What follows belongs to an exercise in optimizing a design on an open flow for small area and few clock cycles; a production flow would make more cautious choices. Function was checked by simulation only, so behaviour that the tests miss may differ from the original. Power figures rest on the tool's default switching activity, not on a simulated workload.

==> flow/design.v <==
module cfb_top (
    input  wire        clk,
    input  wire        rst,
    input  wire        req_valid,
    output wire        req_ready,
    input  wire [7:0]  req_op,
    input  wire [7:0]  req_arg,
    input  wire [7:0]  req_len,
    input  wire [31:0] req_cap,
    input  wire        pl_valid,
    output wire        pl_ready,
    input  wire [7:0]  pl_data,
    output wire        rsp_valid,
    input  wire        rsp_ready,
    output reg  [7:0]  rsp_data,
    output wire        rsp_first,
    output wire        rsp_last,
    output wire        rsp_eop,
    output wire [1:0]  rsp_kind,
    output wire [2:0]  rsp_cause,
    output wire        tout_valid,
    input  wire        tout_ready,
    output reg  [7:0]  tout_data,
    output reg         tout_last,
    output wire        tin_req_valid,
    input  wire        tin_req_ready,
    output wire [4:0]  tin_req_len,
    input  wire        tin_valid,
    output wire        tin_ready,
    input  wire [7:0]  tin_data,
    input  wire        tr_valid,
    output wire        tr_ready,
    input  wire [1:0]  tr_kind,
    input  wire [5:0]  tr_count,
    input  wire [7:0]  tr_code,
    output wire [1:0]  cs_state,
    output wire [3:0]  spd_state
);
    localparam OP_XCHG  = 8'h01;
    localparam OP_SPEED = 8'h02;
    localparam OP_REV   = 8'h10;
    localparam OP_CSF   = 8'h11;
    localparam OP_TILE  = 8'h12;
    localparam S_IDLE  = 3'd0;
    localparam S_CSON  = 3'd1;
    localparam S_TX    = 3'd2;
    localparam S_RXREQ = 3'd3;
    localparam S_RXDAT = 3'd4;
    localparam S_CSOFF = 3'd5;
    localparam S_SPD   = 3'd6;
    localparam S_RESP  = 3'd7;
    localparam R_DONE    = 2'd0;
    localparam R_FAIL    = 2'd1;
    localparam R_TIMEOUT = 2'd2;
    localparam E_NONE    = 3'd0;
    localparam E_FAILED  = 3'd1;
    localparam E_TIMEOUT = 3'd2;
    localparam E_SHORTWR = 3'd3;
    localparam E_SHORTRD = 3'd4;
    localparam M_BUF  = 2'd0;    
    localparam M_TILE = 2'd1;
    localparam M_CSF  = 2'd2;
    localparam CS_UNKNOWN    = 2'd0;
    localparam CS_DEASSERTED = 2'd1;
    localparam CS_ASSERTED   = 2'd2;
    reg [2:0]  fsm;
    reg [1:0]  md;         
    reg        sel;        
    reg [7:0]  lrem;       
    reg [7:0]  prem;       
    reg [7:0]  rem;        
    reg [2:0]  wk;         
    reg [4:0]  wi;
    reg [2:0]  rk;         
    reg [4:0]  ri;
    reg        a8;         
    reg [7:0]  ob;         
    reg        obv;        
    reg [5:0]  cnt;        
    reg        wres;       
    reg [7:0]  hv;         
    reg [2:0]  cause;      
    reg        rhdr;       
    reg [1:0]  cs;
    reg        spd_set;
    reg [2:0]  spd;        
    reg [2:0]  preq;       
    reg [4:0]   rph;                        
    reg [4:0]   rs0, rs1, rs2, rs3;         
    reg [1:0]   rs4;
    reg [255:0] ring0, ring1, ring2, ring3;
    reg [31:0]  ring4;
    function [7:0] rev8(input [7:0] a);
        rev8 = {a[0], a[1], a[2], a[3], a[4], a[5], a[6], a[7]};
    endfunction
    function [4:0] rs_of(input [2:0] k, input [4:0] r0, input [4:0] r1, input [4:0] r2,
                         input [4:0] r3, input [1:0] r4);
        case (k)
            3'd0: rs_of = r0;
            3'd1: rs_of = r1;
            3'd2: rs_of = r2;
            3'd3: rs_of = r3;
            default: rs_of = {3'b000, r4};
        endcase
    endfunction
    wire [4:0] wpos   = rph - rs_of(wk, rs0, rs1, rs2, rs3, rs4) - wi;
    wire       w_ent  = (wi == 5'd0) || ((wk == 3'd4) ? (wpos[1:0] == 2'd0) : (wpos == 5'd0));
    wire [4:0] rpos0  = rph - rs_of(rk, rs0, rs1, rs2, rs3, rs4) - ri;
    wire       r_ent  = (ri == 5'd0) || ((rk == 3'd4) ? (rpos0[1:0] == 2'd0) : (rpos0 == 5'd0));
    wire [4:0] rpos   = rpos0 - 5'd1;
    assign pl_ready = (lrem != 8'd0) && w_ent;
    wire   pl_wr    = pl_valid && pl_ready;
    wire   rx_wr    = (fsm == S_RXDAT) && tin_valid && r_ent;
    always @(posedge clk) begin
        ring0 <= {ring0[247:0], (pl_wr && wk == 3'd0) ? pl_data : (rx_wr && rk == 3'd0) ? tin_data : ring0[255:248]};
        ring1 <= {ring1[247:0], (pl_wr && wk == 3'd1) ? pl_data : (rx_wr && rk == 3'd1) ? tin_data : ring1[255:248]};
        ring2 <= {ring2[247:0], (pl_wr && wk == 3'd2) ? pl_data : (rx_wr && rk == 3'd2) ? tin_data : ring2[255:248]};
        ring3 <= {ring3[247:0], (pl_wr && wk == 3'd3) ? pl_data : (rx_wr && rk == 3'd3) ? tin_data : ring3[255:248]};
        ring4 <= {ring4[23:0],  (pl_wr && wk == 3'd4) ? pl_data : (rx_wr && rk == 3'd4) ? tin_data : ring4[31:24]};
    end
    localparam TAP0 = 3, TAP1 = 6, TAP2 = 1, TAP3 = 4, TAP4 = 3;
    wire [7:0] r0a [0:7];
    wire [7:0] r1a [0:3];
    wire [7:0] r2a [0:3];
    wire [7:0] r3a [0:3];
    genvar g;
    generate for (g = 0; g < 4; g = g + 1) begin : g_rd
        assign r1a[g] = ring1[64*g + 8*TAP1 +: 8];
        assign r2a[g] = ring2[64*g + 8*TAP2 +: 8];
        assign r3a[g] = ring3[64*g + 8*TAP3 +: 8];
    end endgenerate
    generate for (g = 0; g < 8; g = g + 1) begin : g_rd0
        assign r0a[g] = ring0[32*g + 8*(TAP0 % 4) +: 8];
    end endgenerate
    reg       at_tap;
    reg [7:0] st_q;
    always @* begin
        case (rk)
            3'd0: begin at_tap = (rpos[1:0] == TAP0 % 4); st_q = r0a[rpos[4:2]]; end
            3'd1: begin at_tap = (rpos[2:0] == TAP1); st_q = r1a[rpos[4:3]]; end
            3'd2: begin at_tap = (rpos[2:0] == TAP2); st_q = r2a[rpos[4:3]]; end
            3'd3: begin at_tap = (rpos[2:0] == TAP3); st_q = r3a[rpos[4:3]]; end
            default: begin at_tap = (rpos[1:0] == TAP4); st_q = ring4[8*TAP4 +: 8]; end
        endcase
    end
    wire is_out = (fsm == S_CSON) || (fsm == S_TX) || (fsm == S_CSOFF) || (fsm == S_SPD);
    wire tx_pay = (fsm == S_TX) && (cnt != 6'd0);    
    always @* begin
        tout_data = 8'h00;
        tout_last = 1'b0;
        case (fsm)
            S_CSON: begin
                tout_last = (cnt[1:0] == 2'd3);
                case (cnt[1:0])
                    2'd0: tout_data = 8'hAB;
                    2'd1: tout_data = 8'hB6;
                    2'd2: tout_data = 8'h7F;
                    default: tout_data = 8'h20;
                endcase
            end
            S_CSOFF: begin
                tout_last = (cnt[1:0] == 2'd2);
                case (cnt[1:0])
                    2'd0: tout_data = 8'hAB;
                    2'd1: tout_data = 8'hB7;
                    default: tout_data = 8'h20;
                endcase
            end
            S_SPD: begin
                tout_last = (cnt[1:0] == 2'd2);
                case (cnt[1:0])
                    2'd0: tout_data = 8'hAA;
                    2'd1: tout_data = {5'b01100, preq};
                    default: tout_data = 8'h00;
                endcase
            end
            S_TX: begin
                tout_last = tx_pay && ((cnt == 6'd31) || (rem == 8'd1));
                tout_data = tx_pay ? rev8(ob) : 8'hA8;
            end
            default: ;
        endcase
    end
    assign tout_valid    = is_out && !wres && (!tx_pay || obv);
    assign tin_req_valid = (fsm == S_RXREQ);
    assign tin_req_len   = cnt[4:0];
    assign tin_ready     = (fsm == S_RXDAT) && r_ent;
    assign tr_ready      = (is_out && wres) || (fsm == S_RXDAT);
    assign req_ready     = (fsm == S_IDLE);
    wire out_take = tout_valid && tout_ready;
    wire       res_ok = (tr_kind == R_DONE) && (tr_count == cnt);
    reg  [2:0] res_cause;
    always @* begin
        case (tr_kind)
            R_FAIL:    res_cause = E_FAILED;
            R_TIMEOUT: res_cause = E_TIMEOUT;
            default:   res_cause = (fsm == S_RXDAT) ? E_SHORTRD : E_SHORTWR;
        endcase
    end
    wire [7:0] res_val = (tr_kind == R_FAIL)    ? tr_code :
                         (tr_kind == R_TIMEOUT) ? 8'd0 : {2'b00, tr_count};
    wire       first_err = (cause == E_NONE) && !res_ok;
    wire tile_eop = !a8 && ((cnt == 6'd30) || (rem == 8'd1));
    wire st_beat   = !rhdr && ((md == M_BUF) || ((md == M_TILE) && !a8));
    assign rsp_valid = (fsm == S_RESP) && (lrem == 8'd0) && (!st_beat || obv);
    wire rsp_take  = rsp_valid && rsp_ready;
    wire loaded    = lrem < prem;                     
    wire cap_tx    = (fsm == S_TX) && !wres && (ri != 5'd31) && (prem != 8'd0) && loaded &&
                     (!obv || (tx_pay && out_take));
    wire cap_more  = (md == M_TILE) ? (prem != 8'd0) && loaded : (hv > {7'd0, obv});
    wire cap_rsp   = (fsm == S_RESP) && (md != M_CSF) && (cause == E_NONE) && cap_more &&
                     (!obv || (rsp_take && st_beat));
    wire cap       = (cap_tx || cap_rsp) && at_tap;
    assign rsp_first = rhdr;
    assign rsp_kind  = (cause != E_NONE) ? 2'd2 : {1'b0, md == M_TILE};
    assign rsp_cause = cause;
    assign rsp_last  = rhdr ? ((cause != E_NONE) || (hv == 8'd0)) :
                       (md == M_TILE) ? (!a8 && (rem == 8'd1)) : (hv == 8'd1);
    assign rsp_eop   = (md == M_TILE) && tile_eop;
    always @* begin
        if (rhdr)
            rsp_data = hv;
        else if (md == M_CSF) begin
            case ({sel, hv[2:0]})
                4'b1100: rsp_data = 8'hAB;
                4'b1011: rsp_data = 8'hB6;
                4'b1010: rsp_data = 8'h7F;
                4'b0011: rsp_data = 8'hAB;
                4'b0010: rsp_data = 8'hB7;
                default: rsp_data = 8'h20;
            endcase
        end else if (md == M_TILE && a8)
            rsp_data = 8'hA8;
        else
            rsp_data = rev8(ob);
    end
    assign cs_state  = cs;
    assign spd_state = {spd_set, spd};
    wire [7:0] keep  = ((req_cap[31:8] == 24'd0) && (req_cap[7:0] < req_len)) ? req_cap[7:0] : req_len;
    wire [7:0] npkts = (req_len == 0) ? 8'd0 : (req_len <= 31) ? 8'd1 : (req_len <= 62) ? 8'd2 :
                       (req_len <= 93) ? 8'd3 : (req_len <= 124) ? 8'd4 : 8'd5;
    always @(posedge clk) begin
        if (rst) begin
            fsm     <= S_IDLE;
            md      <= M_BUF;
            sel     <= 1'b0;
            lrem    <= 8'd0;
            prem    <= 8'd0;
            rem     <= 8'd0;
            wk      <= 3'd0;
            wi      <= 5'd0;
            rk      <= 3'd0;
            ri      <= 5'd0;
            a8      <= 1'b0;
            obv     <= 1'b0;
            cnt     <= 6'd0;
            wres    <= 1'b0;
            hv      <= 8'd0;
            cause   <= E_NONE;
            rhdr    <= 1'b0;
            cs      <= CS_UNKNOWN;
            spd_set <= 1'b0;
            spd     <= 3'd0;
            preq    <= 3'd0;
            rph     <= 5'd0;
        end else begin
            rph <= rph + 5'd1;
            if ((pl_wr && wk == 3'd0 && wi == 5'd0) || (rx_wr && rk == 3'd0 && ri == 5'd0)) rs0 <= rph;
            if ((pl_wr && wk == 3'd1 && wi == 5'd0) || (rx_wr && rk == 3'd1 && ri == 5'd0)) rs1 <= rph;
            if ((pl_wr && wk == 3'd2 && wi == 5'd0) || (rx_wr && rk == 3'd2 && ri == 5'd0)) rs2 <= rph;
            if ((pl_wr && wk == 3'd3 && wi == 5'd0) || (rx_wr && rk == 3'd3 && ri == 5'd0)) rs3 <= rph;
            if ((pl_wr && wk == 3'd4 && wi == 5'd0) || (rx_wr && rk == 3'd4 && ri == 5'd0)) rs4 <= rph[1:0];
            if (pl_wr) begin
                lrem <= lrem - 8'd1;
                if (wi == 5'd30) begin
                    wk <= wk + 3'd1;
                    wi <= 5'd0;
                end else
                    wi <= wi + 5'd1;
            end
            if (cap) begin
                ob  <= st_q;
                obv <= 1'b1;
                if (fsm == S_TX || md == M_TILE)
                    prem <= prem - 8'd1;
                if (fsm != S_TX && ri == 5'd30) begin
                    rk <= rk + 3'd1;
                    ri <= 5'd0;
                end else
                    ri <= ri + 5'd1;
            end
            case (fsm)
                S_IDLE: begin
                    wk <= 3'd0;
                    wi <= 5'd0;
                    if (req_valid) begin
                        rem   <= req_len;
                        prem  <= req_len;
                        rk    <= 3'd0;
                        ri    <= 5'd0;
                        a8    <= 1'b1;
                        obv   <= 1'b0;
                        cnt   <= 6'd0;
                        wres  <= 1'b0;
                        rhdr  <= 1'b1;
                        cause <= E_NONE;
                        sel   <= req_arg[0];
                        md    <= M_BUF;
                        case (req_op)
                            OP_REV: begin
                                hv  <= 8'd1;
                                ob  <= req_arg;
                                obv <= 1'b1;
                                fsm <= S_RESP;
                            end
                            OP_CSF: begin
                                md  <= M_CSF;
                                hv  <= req_arg[0] ? 8'd4 : 8'd3;
                                fsm <= S_RESP;
                            end
                            OP_TILE: begin
                                md   <= M_TILE;
                                hv   <= npkts;
                                lrem <= req_len;
                                fsm  <= S_RESP;
                            end
                            OP_XCHG: begin
                                hv   <= keep;
                                lrem <= req_len;
                                fsm  <= S_CSON;
                            end
                            OP_SPEED: begin
                                hv   <= 8'd0;
                                preq <= req_arg[2:0];
                                fsm  <= S_SPD;
                            end
                            default: ;
                        endcase
                    end
                end
                S_CSON, S_TX, S_CSOFF, S_SPD: begin
                    if (!wres) begin
                        if (out_take) begin
                            cnt <= cnt + 6'd1;
                            if (tx_pay) begin
                                rem <= rem - 8'd1;
                                if (!cap)
                                    obv <= 1'b0;
                            end
                            if (tout_last)
                                wres <= 1'b1;
                        end
                    end else if (tr_valid) begin
                        wres <= 1'b0;
                        cnt  <= 6'd0;
                        if (first_err) begin
                            cause <= res_cause;
                            hv    <= res_val;
                        end
                        case (fsm)
                            S_CSON: begin
                                cs  <= res_ok ? CS_ASSERTED : CS_UNKNOWN;
                                fsm <= (res_ok && rem != 8'd0) ? S_TX : S_CSOFF;
                            end
                            S_TX: begin
                                ri <= 5'd0;
                                if (res_ok)
                                    cnt <= cnt - 6'd1;
                                fsm <= res_ok ? S_RXREQ : S_CSOFF;
                            end
                            S_CSOFF: begin
                                cs  <= res_ok ? CS_DEASSERTED : CS_UNKNOWN;
                                rk  <= 3'd0;
                                ri  <= 5'd0;
                                fsm <= S_RESP;
                            end
                            default: begin  
                                spd_set <= res_ok;
                                spd     <= res_ok ? preq : 3'd0;
                                fsm     <= S_RESP;
                            end
                        endcase
                    end
                end
                S_RXREQ: if (tin_req_ready)
                    fsm <= S_RXDAT;
                S_RXDAT: begin
                    if (rx_wr)
                        ri <= ri + 5'd1;
                    else if (!tin_valid && tr_valid) begin
                        cnt <= 6'd0;
                        rk  <= rk + 3'd1;
                        ri  <= 5'd0;
                        if (first_err) begin
                            cause <= res_cause;
                            hv    <= res_val;
                        end
                        fsm <= (res_ok && rem != 8'd0) ? S_TX : S_CSOFF;
                    end
                end
                S_RESP: begin
                    if (rsp_take) begin
                        if (st_beat && !cap)
                            obv <= 1'b0;
                        if (rhdr)
                            rhdr <= 1'b0;
                        else if (md == M_TILE) begin
                            if (a8)
                                a8 <= 1'b0;
                            else begin
                                rem <= rem - 8'd1;
                                if (tile_eop) begin
                                    a8  <= 1'b1;
                                    cnt <= 6'd0;
                                end else
                                    cnt <= cnt + 6'd1;
                            end
                        end else
                            hv <= hv - 8'd1;
                        if (rsp_last)
                            fsm <= S_IDLE;
                    end
                end
                default: fsm <= S_IDLE;
            endcase
        end
    end
endmodule
==> flow/flow/run.sh <==
#!/bin/bash
# The standard layout (standard.sh, unchanged synthesis and steps), with
# each port buffer made from the smallest buffer cell instead of the cell that
# buffer_ports picks by itself. The whole make output goes to standard.log.
set -euo pipefail
export BUFFER_PORTS_ARGS="-buffer_cell sky130_fd_sc_hd__buf_1"
bash standard.sh > standard.log 2>&1
==> flow/standard.sh <==
#!/bin/bash
# synth_recipe.tcl (not shown) runs the flow's synth.tcl, then flattens the netlist and writes it again
# the make line also repeats each setting of config.mk as NAME=value (left out here)
make -C /OpenROAD-flow-scripts/flow DESIGN_CONFIG=/design/flow/config.mk WORK_HOME=/design/flow/orfs CLKGATE_MAP_FILE= SYNTH_SCRIPT=/design/flow/synth_recipe.tcl "${@:-finish}"
==> flow/config.mk <==
export PLATFORM = sky130hd
export DESIGN_NAME = cfb_top
export DESIGN_NICKNAME = cfb_top
export VERILOG_FILES = /design/flow/design.v
export SDC_FILE = /design/flow/constraint.sdc
export NUM_CORES = 4
export LEC_CHECK = 0
export CAP_MARGIN = 20
export CORE_MARGIN = 2
export CORE_UTILIZATION = 40
export CTS_BUF_LIST = sky130_fd_sc_hd__clkbuf_8
export CTS_CLUSTER_DIAMETER = 60
export CTS_CLUSTER_SIZE = 15
export PLACE_DENSITY = 0.6
export SLEW_MARGIN = 20
==> flow/constraint.sdc <==
create_clock -name core_clock -period 10.0 [get_ports {clk}]
set_input_delay 2.0000 -clock core_clock [delete_from_list [all_inputs] [get_ports {clk}]]
set_output_delay 2.0000 -clock core_clock [all_outputs]
set_load 0.01 [all_outputs]
==> results of run 1 <==
cells in the mapped netlist (all sizes together) (6+ instances only):
master and count:
a211oi 21, a21o 9, a21oi 138, a221oi 12, a222oi 6, a22o 7, a22oi 19, a31oi 26
a32oi 13, and2 10, and3 12, buf 27, clkbuf 64, dfxtp 1137, edfxtp 30, fa 8
ha 64, inv 66, mux2 13, mux2i 75, nand2 169, nand2b 8, nand3 48, nand4 14
nor2 159, nor2b 15, nor3 50, nor4 20, o211ai 7, o21a 7, o21ai 74, o22ai 22
o31ai 9, or2 6, or3 13, xnor2 33, xor2 14
worst register-to-register path, cell delays in order, from the launching register on:
cell and delay (ns):
dfxtp_1 0.70, clkinv_1 0.71, ha_1 0.74, a22oi_1 0.28, nand3_1 0.09, o21ai_0 0.12
fa_1 0.50, inv_1 0.08, ha_1 0.17, nor2_1 0.07, fa_1 0.50, ha_1 0.31
nand2b_1 0.10, nor4_2 0.22, or2_1 0.26, xnor3_2 0.81, buf_4 0.52, mux2i_1 0.26
o22ai_1 0.09, or3_1 0.36, nor4_1 0.30, a31oi_1 0.14
metal layers:
layer  vias up  share of wire (%)  wire [um]
li1       8878                  -          -
met1      8979                 47      34100
met2       556                 45      32900
met3       131                5.7       4180
met4         2                2.6       1930
met5         -              0.018         13
per-stage QoR:
stage               instance area (um^2)  hold slack (ns)  instances  setup slack (ns)  utilization, %
global placement                   33700            0.310       3622              2.76            42.5
finish                             35300            0.301       3752              1.66            44.5
detailed placement                 33700            0.312       3622              2.48            42.5
floorplan                          32100            0.310       2511              4.05               -
global route                       35300            0.310       3750              1.19            44.5
CTS                                35300            0.301       3748              1.66            44.5
sequential cells by signal, indices dropped and copies added (netlist names), 5 cells and up:
signal and cells:
rs1 5, ring3 256, rs0 5, prem 8
lrem 8, hv 8, rs3 5, ri 5
rph 5, cnt 6, ring4 32, ring2 256
ring1 256, rem 8, ring0 256, wi 5
ob 8, rs2 5
how the worst max path moves through the flow:
| stage | to | slack (ns) | from |
|---|---|---|---|
| after floorplan | pl_ready | 4.05 | wk[0]$_SDFFE_PP0P_ |
| after global placement | ob[0]$_DFFE_PN_ | 2.76 | rk[2]$_SDFF_PP0_ |
| after detailed placement | ob[0]$_DFFE_PN_ | 2.48 | rk[2]$_SDFF_PP0_ |
| after CTS | tin_ready | 1.66 | rk[2]$_SDFF_PP0_ |
| after global routing | tin_ready | 1.19 | rk[2]$_SDFF_PP0_ |
| final | tin_ready | 1.66 | rk[2]$_SDFF_PP0_ |
area by class of cell:
type	count	area share (%)
diodes	4	0.0284
clock buffers	96	3.75
clock inverters	30	0.819
inverters	68	0.723
multi-input cells	1185	22.1
flip-flops and latches	1167	67.1
well taps	1050	3.72
repair buffers	152	1.76
logic make-up after synthesis:
| logic type | after synthesis | synth area share (%) |
|---|---|---|
| buf+inv | 159 | 2.07 |
| compound gates | 429 | 8.74 |
| fa+ha+maj | 72 | 2.99 |
| simple gates | 539 | 7.70 |
| flops | 1167 | 73.7 |
| xor+xnor | 52 | 1.66 |
| mux | 93 | 3.14 |
where the power goes:
group | leakage, nW | switching [W] | internal (W)
clock | 0.849 | 0.00145 | 0.000957
combinational | 3.22 | 0.00168 | 0.000959
sequential | 9.54 | 0.000320 | 0.00526
layout by cell type, fill, tap and decap left out, types with 13 or more instances in the layout:
master       n
dfxtp_1   1137
nand2_1    169
nor2_1     158
buf_1      138
a21oi_1    136
clkbuf_8    96
mux2i_1     75
inv_1       74
o21ai_0     71
ha_1        64
nor3_1      50
nand3_1     48
xnor2_1     32
edfxtp_1    30
a31oi_1     26
o22ai_1     22
a211oi_1    21
a22oi_1     19
nor4_1      17
nor2b_1     15
nand4_1     14
or3_1       13
a32oi_1     13
xor2_1      13
mux2_2      13
buf_4       13
==> out/metrics.yaml, run 1 <==
status: "no timing/DRC/antenna violations"
cts_root_buffer: "clkbuf_8"
cts_buffer_depth: 3
hold_end: "ring0[123]$_DFF_P_"
ir_drop_mv: 0.201
dp_hpwl_um: 50800
die_area_um2: 82600
io_buffers: 139
synth_top_area_cell: "dfxtp_1"
final-hold-violation-count: 0
critPathCaptureType: "primary output"
grt-busiest-layer: "met2"
hold_class: "reg -> reg"
fin_crit_ns: 8.34
gr-total-overflow: 0
grt_pass1_vias: 18500
max_stage_delay_ns: 0.74
fin_total_pwr_w: 0.0106
start_kind: "register"
layout-drive-gt1-share_pct: 6.49
synth.top_cell.area_share_pct: 70.9
criticalPathCategory: "reg -> out"
synthArstFlopShare_pct: 0
synth_nets: 2680
ys_top_cells_by_area: "dfxtp_1 (71%), edfxtp_1 (2.8%), ha_1 (2.5%)"
max_cap_violations: 0
maxSlewViolCount: 0
r2r_cells: 21
r2r_setup_slack_ns: 2.37
finalClockSkew_ns: 0.0492
synth_top_flop_cell: "dfxtp_1"
vias_per_cell: 4.94
gr-usage-met1_pct: 24.0
place.gp.congestion: 0.868
drcViolationCount: 0
yosysSeqAreaShare_pct: 73.7
p_leak_nw: 13.6
die-width_um: 287
vias: 18500
arrival_ns: 6.34
grtUsageMet3_pct: 3.38
regArea_um2: 23700
core_area_um2: 79300
cts_buffers: 94
area_growth_pct: 9.87
start_util_pct: 40.5
setup_violations: 0
die_height_um: 287
grt_usage_pct: 17.6
worstMarginPinSlew_ns: 1.12
cp_max_fo: 18
slowest_stage: "ha_1"
fmax_mhz: 120
cp_cell_sequence: "clkinv_1 > ha_1 > a22oi_1 > nand3_1 > o21ai_0 > fa_1 > inv_1 > ha_1 > nor2_1 > fa_1 > ha_1 > nand2b_1 > nor4_2 > or2_1 > nand2_1 > a21oi_1 > buf_1"
layout.nets: 2837
ys_warn_count: 1
cp.required_ns: 8.00
syn_area_um2: 32100
clk_pin_slew_ns: 0.09
clk_latency_ns: 0.73
htree_levels: 3
cts_tree: "built"
multi_input_area_um2: 7810
use_met2_pct: 28.0
rows: 103
antenna_left: 0
wire_per_inst_um: 19.5
worstReg2RegStart: "rk[2]$_SDFF_PP0_"
slew-limit-headroom_pct: 25.4
cp_top_family: "adder cells"
hold_depth: 0
io_pins: 140
cts_resized: 0
numClockSinks: 1167
drtIter0Drc: 1308
fin_crit_sh_pct: 83.4
synth_cell_type_count: 83
grt_max_degree: 58
p_per_area_nw_per_um2: 301
ys_ff_latch: 1167
avgSynthCellArea_um2: 12.8
holdBufCountCts: 0
r2r_end: "ob[0]$_DFFE_PN_"
final.fill_count: 7159
grt_pass1_wl_um: 111000
routed_wl_um: 73100
antenna_found_initial: 5
crit_top_cell: "ha_1"
critPathBufInv: 3
drtPass1Iterations: 5
cp.depth: 17
synth_enable_flop_cells: 30
worstHoldStart: "ring0[115]$_DFF_P_"
post_cts_buffers: 0
fin_tns_setup_ns: 0
rsz0062_at_grt: "false"
syn-instance-count: 2511
Testbench counts, summed over its fixed seeds: cycles 95,193.
==> run 2, diff against run 1 <==
==> flow/flow/run.sh (replaced) <==
#!/bin/bash
# The standard layout (standard.sh, unchanged synthesis and steps), with
# each port buffer made from the smallest buffer cell instead of the cell that
# buffer_ports picks by itself, and a clock tree without dummy loads.
# The whole make output goes to standard.log.
set -euo pipefail
export BUFFER_PORTS_ARGS="-buffer_cell sky130_fd_sc_hd__buf_1"
export CTS_ARGS="-sink_clustering_enable -repair_clock_nets -sink_clustering_size 15 -sink_clustering_max_diameter 60 -buf_list sky130_fd_sc_hd__clkbuf_8 -dont_use_dummy_load"
bash standard.sh > standard.log 2>&1
==> out/metrics.yaml, run 2 <==
status: "no timing/DRC/antenna violations"
vias: 18400  # -0.55%
dp_hpwl_um: 50800  # unchanged
r2r_cells: 19  # -9.5%
synth_top_flop_cell: "dfxtp_1"
antenna_left: 0  # unchanged
ys_top_cells_by_area: "dfxtp_1 (71%), edfxtp_1 (2.8%), ha_1 (2.5%)"
cts_root_buffer: "clkbuf_8"
mostFrequentLayoutCells: "dfxtp_1 (1137), nand2_1 (169), nor2_1 (158)"
routed_wl_um: 72800  # -0.39%
die-width_um: 287  # unchanged
cp_top_family: "adder cells"
final_core_util_pct: 44.1  # -0.40 points
syn-instance-count: 2511  # unchanged
synth_cell_type_count: 83  # unchanged
synth_top_family_by_area: "compound AO/OA/AOI/OAI gates"
yosys.area_share.simple_pct: 7.70  # unchanged
synth-compound-area-share_pct: 8.74  # unchanged
htree_levels: 3  # unchanged
grt_usage_pct: 17.6  # -0.048 points
grt_pass1_vias: 18500  # +0.022%
synth_enable_flop_cells: 30  # unchanged
setup_violations: 0  # unchanged
ys_ff_latch: 1167  # unchanged
post_cts_buffers: 0  # unchanged
final-hold-violation-count: 0  # unchanged
vias_per_cell: 4.96  # +0.28%
cts_resized: 0  # unchanged
critPathCaptureType: "primary output"
max_stage_delay_ns: 0.74  # about the same
drtIter0Drc: 1281  # -2.1%
cp.required_ns: 8.00  # about the same
core_area_um2: 79300  # unchanged
max_cap_violations: 0  # unchanged
critPathBufInv: 3  # unchanged
gr-total-overflow: 0  # unchanged
cp_cell_sequence: "clkinv_1 > ha_1 > a22oi_1 > nand3_1 > o21ai_0 > fa_1 > inv_1 > ha_1 > nor2_1 > fa_1 > ha_1 > nand2b_1 > nor4_2 > or2_1 > nand2_1 > a21oi_1 > buf_1"
p_per_area_nw_per_um2: 298  # -1.2%
criticalPathCategory: "reg -> out"
hold_class: "reg -> reg"
die_height_um: 287  # unchanged
worstReg2RegStart: "rk[2]$_SDFF_PP0_"
synthArstFlopShare_pct: 0  # unchanged
startpoint: "rk[2]$_SDFF_PP0_"
r2r_end: "ob[0]$_DFFE_PN_"
maxSlewViolCount: 0  # unchanged
synth.top_cell.area_share_pct: 70.9  # unchanged
synth-adder-area-share_pct: 2.99  # unchanged
synthMuxAreaShare_pct: 3.14  # unchanged
slew-limit-headroom_pct: 29.6  # +4.2 points
wire_per_inst_um: 19.6  # +0.44%
fin_tns_setup_ns: 0  # unchanged
fin_crit_sh_pct: 82.5  # -0.87 points
worstMarginPinSlew_ns: 1.06  # -0.0627 ns
io_pins: 140  # unchanged
yosys-top-cells-count: "dfxtp_1 (1137), nand2_1 (169), nor2_1 (158)"
synth_xor_area_share_pct: 1.66  # unchanged
cp-endpoint: "tin_ready"
ys_warn_count: 1  # unchanged
crit_top_cell: "ha_1"
p_leak_nw: 13.4  # -1.3%
layout.nets: 2837  # unchanged
rows: 103  # unchanged
grt_max_degree: 58  # unchanged
drcViolationCount: 0  # unchanged
numClockSinks: 1167  # unchanged
yosysSeqAreaShare_pct: 73.7  # unchanged
clk_pin_slew_ns: 0.08  # about the same
cts_buffer_depth: 3  # unchanged
fmax_mhz: 121  # +1.1%
final_common_cell: "dfxtp_1"
syn_area_um2: 32100  # unchanged
synth_nets: 2680  # unchanged
die_area_um2: 82600  # unchanged
synth_most_common_cell: "dfxtp_1"
avgSynthCellArea_um2: 12.8  # unchanged
arrival_ns: 6.25  # -0.09 ns
fin_crit_ns: 8.25  # -0.0872 ns
area_growth_pct: 8.89
ir_drop_mv: 0.199  # -0.84%
rsz0062_at_grt: "false"
finalClockSkew_ns: 0.0737  # +0.0245 ns
cp.depth: 17  # unchanged
holdBufCountCts: 0  # unchanged
start_kind: "register"
io_buffers: 139  # unchanged
clk_latency_ns: 0.71  # -0.02 ns
cp_max_fo: 18  # unchanged
cts_tree: "built"
antenna_found_initial: 5  # unchanged
r2r_setup_slack_ns: 2.42  # +0.05 ns
slowest_stage: "ha_1"
grt_pass1_wl_um: 111000  # -0.22%
synth_top_area_cell: "dfxtp_1"
place.gp.congestion: 0.868  # unchanged
drtPass1Iterations: 6  # +1
layout-drive-gt1-share_pct: 5.66  # -0.82 points
start_util_pct: 40.5  # unchanged
cts_buffers: 94  # unchanged
run 2: cell counts after synthesis:
No cell type changed its count.
run 2: metal layers:
layer | vias to the layer above | GRT usage, % | wire length, um
met5 | - | 0 | 27
met1 | 8907 | 23.9 | 34000
li1 | 8832 | - | -
met3 | 144 | 3.71 | 4180
met4 | 4 | 5.86 | 1930
met2 | 557 | 27.9 | 32700
run 2: worst min path at each step:
stage	startpoint	endpoint	slack, ns	cells past startpoint
final	ring0[115]$_DFF_P_	ring0[123]$_DFF_P_	0.28	0
after global routing	ring0[115]$_DFF_P_	ring0[123]$_DFF_P_	0.29	0
after CTS	ring3[22]$_DFF_P_	ring3[30]$_DFF_P_	0.28	0
after detailed placement	ring2[92]$_DFF_P_	ring2[100]$_DFF_P_	0.31	0
after global placement	ring2[119]$_DFF_P_	ring2[127]$_DFF_P_	0.31	0
after floorplan	ring0[96]$_DFF_P_	ring0[104]$_DFF_P_	0.31	0
run 2: through the flow:
| stage | hold slack [ns] | setup slack, ns | instances | power [W] | instance area (um^2) |
|---|---|---|---|---|---|
| after floorplan | 0.310 | 4.05 | 2511 | 0.00742 | 32100 |
| after global placement | 0.310 | 2.76 | 3622 | 0.00824 | 33700 |
| after detailed placement | 0.312 | 2.48 | 3622 | 0.00830 | 33700 |
| after CTS | 0.281 | 1.71 | 3716 | 0.0105 | 35000 |
| after global routing | 0.287 | 1.23 | 3718 | 0.0110 | 35000 |
| final | 0.280 | 1.75 | 3721 | 0.0104 | 35000 |
run 2: power breakdown:
part	switching [W]	internal [W]
clock	0.00135	0.000840
sequential	0.000319	0.00526
combinational	0.00168	0.000959
total	0.00335	0.00706
run 2: cell families after synthesis:
logic type	count (synthesis)
buf+inv	159
simple gates	539
compound gates	429
flops	1167
fa+ha+maj	72
xor+xnor	52
mux	93
run 2: area by class of cell:
| type | instances | area (um^2) |
|---|---|---|
| well taps | 1050 | 1310 |
| clock buffers | 94 | 1290 |
| multi-input cells | 1185 | 7810 |
| flip-flops and latches | 1167 | 23700 |
| fillers | 7182 | 44300 |
| repair buffers | 152 | 621 |
| inverters | 68 | 255 |
| diodes | 5 | 12.5 |

## afterwards: timing with drivers on the ports
Ports are ideal in the flow. The routed layouts listed here were re-timed in OpenROAD. Step 1: set_driving_cell puts a clkbuf_16 on clk and a buf_2 on each other input, an assumption about the parent block. Step 2 times the ports against the registers' clock, not the clock port: input delays grow and output delays shrink by t, the midpoint of the rising clock arrivals with the driver on. a / b / c = no drivers / after step 1 / after step 2; a / b = the first two.
run | t, ns | setup slack, ns | hold WS [ns] | worst data-port slew with drivers (ns)
run 1 | 0.764 | 1.663 / 1.606 / 2.371 | 0.301 / 0.301 / 0.301 | 0.13
run 2 | 0.729 | 1.750 / 1.693 / 2.415 | 0.280 / 0.280 / 0.280 | 0.13
After both steps every run listed still meets setup and hold.
